Context: an optimization exercise on an open-source flow, tuned for small area and a short achievable clock period. The choices shown serve that exercise and are no tape-out recipe.
RTL that was checked went through simulation tests only; none was proved equivalent to the original.
Power figures rest on the tool's default switching activity, not on a simulated workload.

Setup of maple:
Design vm5f_core, start of the top module:
module vm5f_core (
    input  wire         clk,
    input  wire         rst,             
    input  wire         rx_valid,
    input  wire [7:0]   rx_data,
    input  wire         rx_last,
    output wire         rx_ready,
    output reg          rsp_valid,
    output wire [2:0]   rsp_err,
    output wire [7:0]   rsp_addr,
    output wire [7:0]   rsp_cmd,
    output wire [7:0]   rsp_len,
    output wire [7:0]   rsp_chk,
    output wire [7:0]   rsp_chk_calc,
    output reg          rsp_chk_ok,
    output reg          rsp_tag,
    output reg  [2:0]   last_err,
    input  wire         enc_valid,
    output reg          enc_ready,
    input  wire [7:0]   enc_cmd,
    input  wire [7:0]   enc_addr,
    input  wire [4:0]   enc_n,
    input  wire [207:0] enc_payload,     
    output reg          tx_valid,
    output reg  [7:0]   tx_data,
    output reg          tx_last,
    input  wire         tx_ready,
    output reg          refused,
    input  wire         tick,            
    input  wire         ovr_n,           
    output reg          act,             
    output reg  [1:0]   ls,
    output reg  [3:0]   fifo_count,
    output reg  [7:0]   cur_ant,
    output reg  [15:0]  cur_pc,
    output reg  [95:0]  cur_epc
);
Settings: LEC_CHECK=0, CAP_MARGIN=20, CORE_MARGIN=2, CORE_UTILIZATION=40, SLEW_MARGIN=20; clock period 10.0 ns.
standard.sh (not shown) runs the stock make flow with config.mk's settings and CLKGATE_MAP_FILE= SYNTH_SCRIPT=/design/flow/synth_recipe.tcl, a recipe that flattens the netlist after the stock synthesis.
==> flow/flow/run.sh <==
#!/bin/bash
# Standard ORFS layout, with plain buffers on the ports and repair_timing aiming
# further below the clock period.
set -euo pipefail
bash standard.sh "BUFFER_PORTS_ARGS=-buffer_cell sky130_fd_sc_hd__buf_2" SETUP_SLACK_MARGIN=6.5 finish > standard_flow.log 2>&1
maple: full flow OK, the timing, design-rule and antenna checks passed
Here is what was changed in the inputs of harbor compared with maple.
==> flow/run.sh (new file) <==
#!/bin/bash
# synth_recipe.tcl (not shown) runs the flow's synth.tcl, then flattens the netlist and writes it again
# the make line also repeats each setting of config.mk as NAME=value (left out here)
make -C /OpenROAD-flow-scripts/flow DESIGN_CONFIG=/design/flow/config.mk WORK_HOME=/design/flow/orfs CLKGATE_MAP_FILE= SYNTH_SCRIPT=/design/flow/synth_recipe.tcl finish
removed: flow/flow/run.sh
removed: flow/standard.sh
Results
Diff maple -> harbor: final critical-path setup slack went down by 1260 ps, wire length went down by about 1.3%, cell count went down 29.
Looking at sequential fraction of total cell area, harbor sits 1.5 points lower than maple does.
Vias: harbor fewer than maple
For juniper, these inputs were changed with respect to harbor:
==> flow/flow/run.sh (new file) <==
#!/bin/bash
# Standard ORFS layout, with repair_timing aiming further below the clock period.
set -euo pipefail
bash standard.sh SETUP_SLACK_MARGIN=6.5 finish > standard_flow.log 2>&1
==> flow/standard.sh (new file) <==
#!/bin/bash
# synth_recipe.tcl (not shown) runs the flow's synth.tcl, then flattens the netlist and writes it again
# the make line also repeats each setting of config.mk as NAME=value (left out here)
make -C /OpenROAD-flow-scripts/flow DESIGN_CONFIG=/design/flow/config.mk WORK_HOME=/design/flow/orfs CLKGATE_MAP_FILE= SYNTH_SCRIPT=/design/flow/synth_recipe.tcl "${@:-finish}"
removed: flow/run.sh
--- outcome ---
As far as clock network contribution to total cell area is concerned, harbor and juniper perform about the same. Looking at juniper and harbor, the number of multi-input combinational cells in the layout is a wash. Pre-CTS setup slack, juniper and harbor, higher one = juniper. [compare] base=harbor new=juniper: first-pass GRT wire length moved up; switching power share of the total ~0 delta; total negative slack saw little to no change; power density over the cells saw a decrease.

Another version of the RTL of vm5f_core (not shown whole).
For scale: about 3800 cells after synthesis, roughly 1600 flip-flops, roughly 430 I/O pins, about 60000 µm² of cells after synthesis.
## vm5f_core
module vm5f_core (
    input  wire         clk,
    input  wire         rst,             
    input  wire         rx_valid,
    input  wire [7:0]   rx_data,
    input  wire         rx_last,
    output wire         rx_ready,
    output reg          rsp_valid,
    output wire [2:0]   rsp_err,
    output wire [7:0]   rsp_addr,
    output wire [7:0]   rsp_cmd,
    output wire [7:0]   rsp_len,
    output wire [7:0]   rsp_chk,
    output wire [7:0]   rsp_chk_calc,
    output reg          rsp_chk_ok,
    output reg          rsp_tag,
    output reg  [2:0]   last_err,
    input  wire         enc_valid,
    output reg          enc_ready,
    input  wire [7:0]   enc_cmd,
    input  wire [7:0]   enc_addr,
    input  wire [4:0]   enc_n,
    input  wire [207:0] enc_payload,     
    output reg          tx_valid,
    output reg  [7:0]   tx_data,
    output reg          tx_last,
    input  wire         tx_ready,
    output reg          refused,
    input  wire         tick,            
    input  wire         ovr_n,           
    output reg          act,             
    output reg  [1:0]   ls,
    output reg  [3:0]   fifo_count,
    output reg  [7:0]   cur_ant,
    output reg  [15:0]  cur_pc,
    output reg  [95:0]  cur_epc
);
Settings: LEC_CHECK=0, CAP_MARGIN=20, CORE_MARGIN=2, CORE_UTILIZATION=40, SLEW_MARGIN=20; clock period 10.0 ns.
==> flow/flow/run.sh <==
#!/bin/bash
# Standard ORFS layout, with plain buffers on the ports and repair_timing aiming
# further below the clock period.
set -euo pipefail
bash standard.sh "BUFFER_PORTS_ARGS=-buffer_cell sky130_fd_sc_hd__buf_2" SETUP_SLACK_MARGIN=6.5 finish > standard_flow.log 2>&1
Rerun with:
==> flow/flow/run.sh (replaced) <==
#!/bin/bash
# Standard ORFS layout, with plain buffers on the ports and repair_timing aiming
# further below the clock period.
set -euo pipefail
bash standard.sh "BUFFER_PORTS_ARGS=-buffer_cell sky130_fd_sc_hd__buf_2" SETUP_SLACK_MARGIN=7 finish > standard_flow.log 2>&1
Settings changed: CORE_UTILIZATION 40 to 60, CTS_BUF_LIST set to sky130_fd_sc_hd__clkbuf_8.
=>
- The new run finished with timing, DRC and antenna clean
- clock-buffer cell count came out higher by 51
- setup slack loses 0.10 ns
- non-clock buffer count came out higher by 57
- via count came out higher by a few percent
- clock skew came out higher by 0.021 ns
- utilization came out higher by 23 points
- critical path depth stays the same
- synthesized area stays the same
- design area came out lower slightly
Function was not checked in any run of this note: the RTL went through the layout flow alone.

[port drivers added, routing unchanged]
The flow's constraints put no driver on any port. The routed layouts listed below were extracted and timed again, unchanged, in two steps. Step 1: set_driving_cell puts a clkbuf_16 on clk and a buf_2 on each other input, an assumption about the parent block. Step 2 times the ports against the registers' clock, not the clock port: input delays grow and output delays shrink by t, the midpoint of the rising clock arrivals with the driver on. a / b / c = ideal ports / drivers / drivers and shift; a / b = the first two.
run | shift t [ns] | setup slack, ns | worst hold slack (ns) | clock arrival spread, ns | slew at the worst register clock pin (ns)
maple | 0.861 | 6.464 / 6.404 / 5.738 | 0.473 / 0.473 / 0.473 | 0.031 / 0.031 | 0.06 / 0.06
harbor | 0.851 | 5.202 / 5.235 / 4.384 | 0.474 / 0.474 / 0.474 | 0.036 / 0.036 | 0.07 / 0.07
juniper | 0.859 | 6.496 / 6.424 / 5.697 | 0.472 / 0.472 / 0.472 | 0.033 / 0.033 | 0.07 / 0.07
the first run of note 2 | 0.844 | 6.504 / 6.435 / 5.789 | 0.482 / 0.482 / 0.482 | 0.048 / 0.048 | 0.07 / 0.07
the second run of note 2 | 0.961 | 6.402 / 6.331 / 5.923 | 0.476 / 0.476 / 0.476 | 0.062 / 0.061 | 0.07 / 0.07
After both steps every run listed still meets setup and hold. For harbor, which loses most, drivers alone change the setup slack by +0.033 ns; drivers and shift together by -0.818 ns.
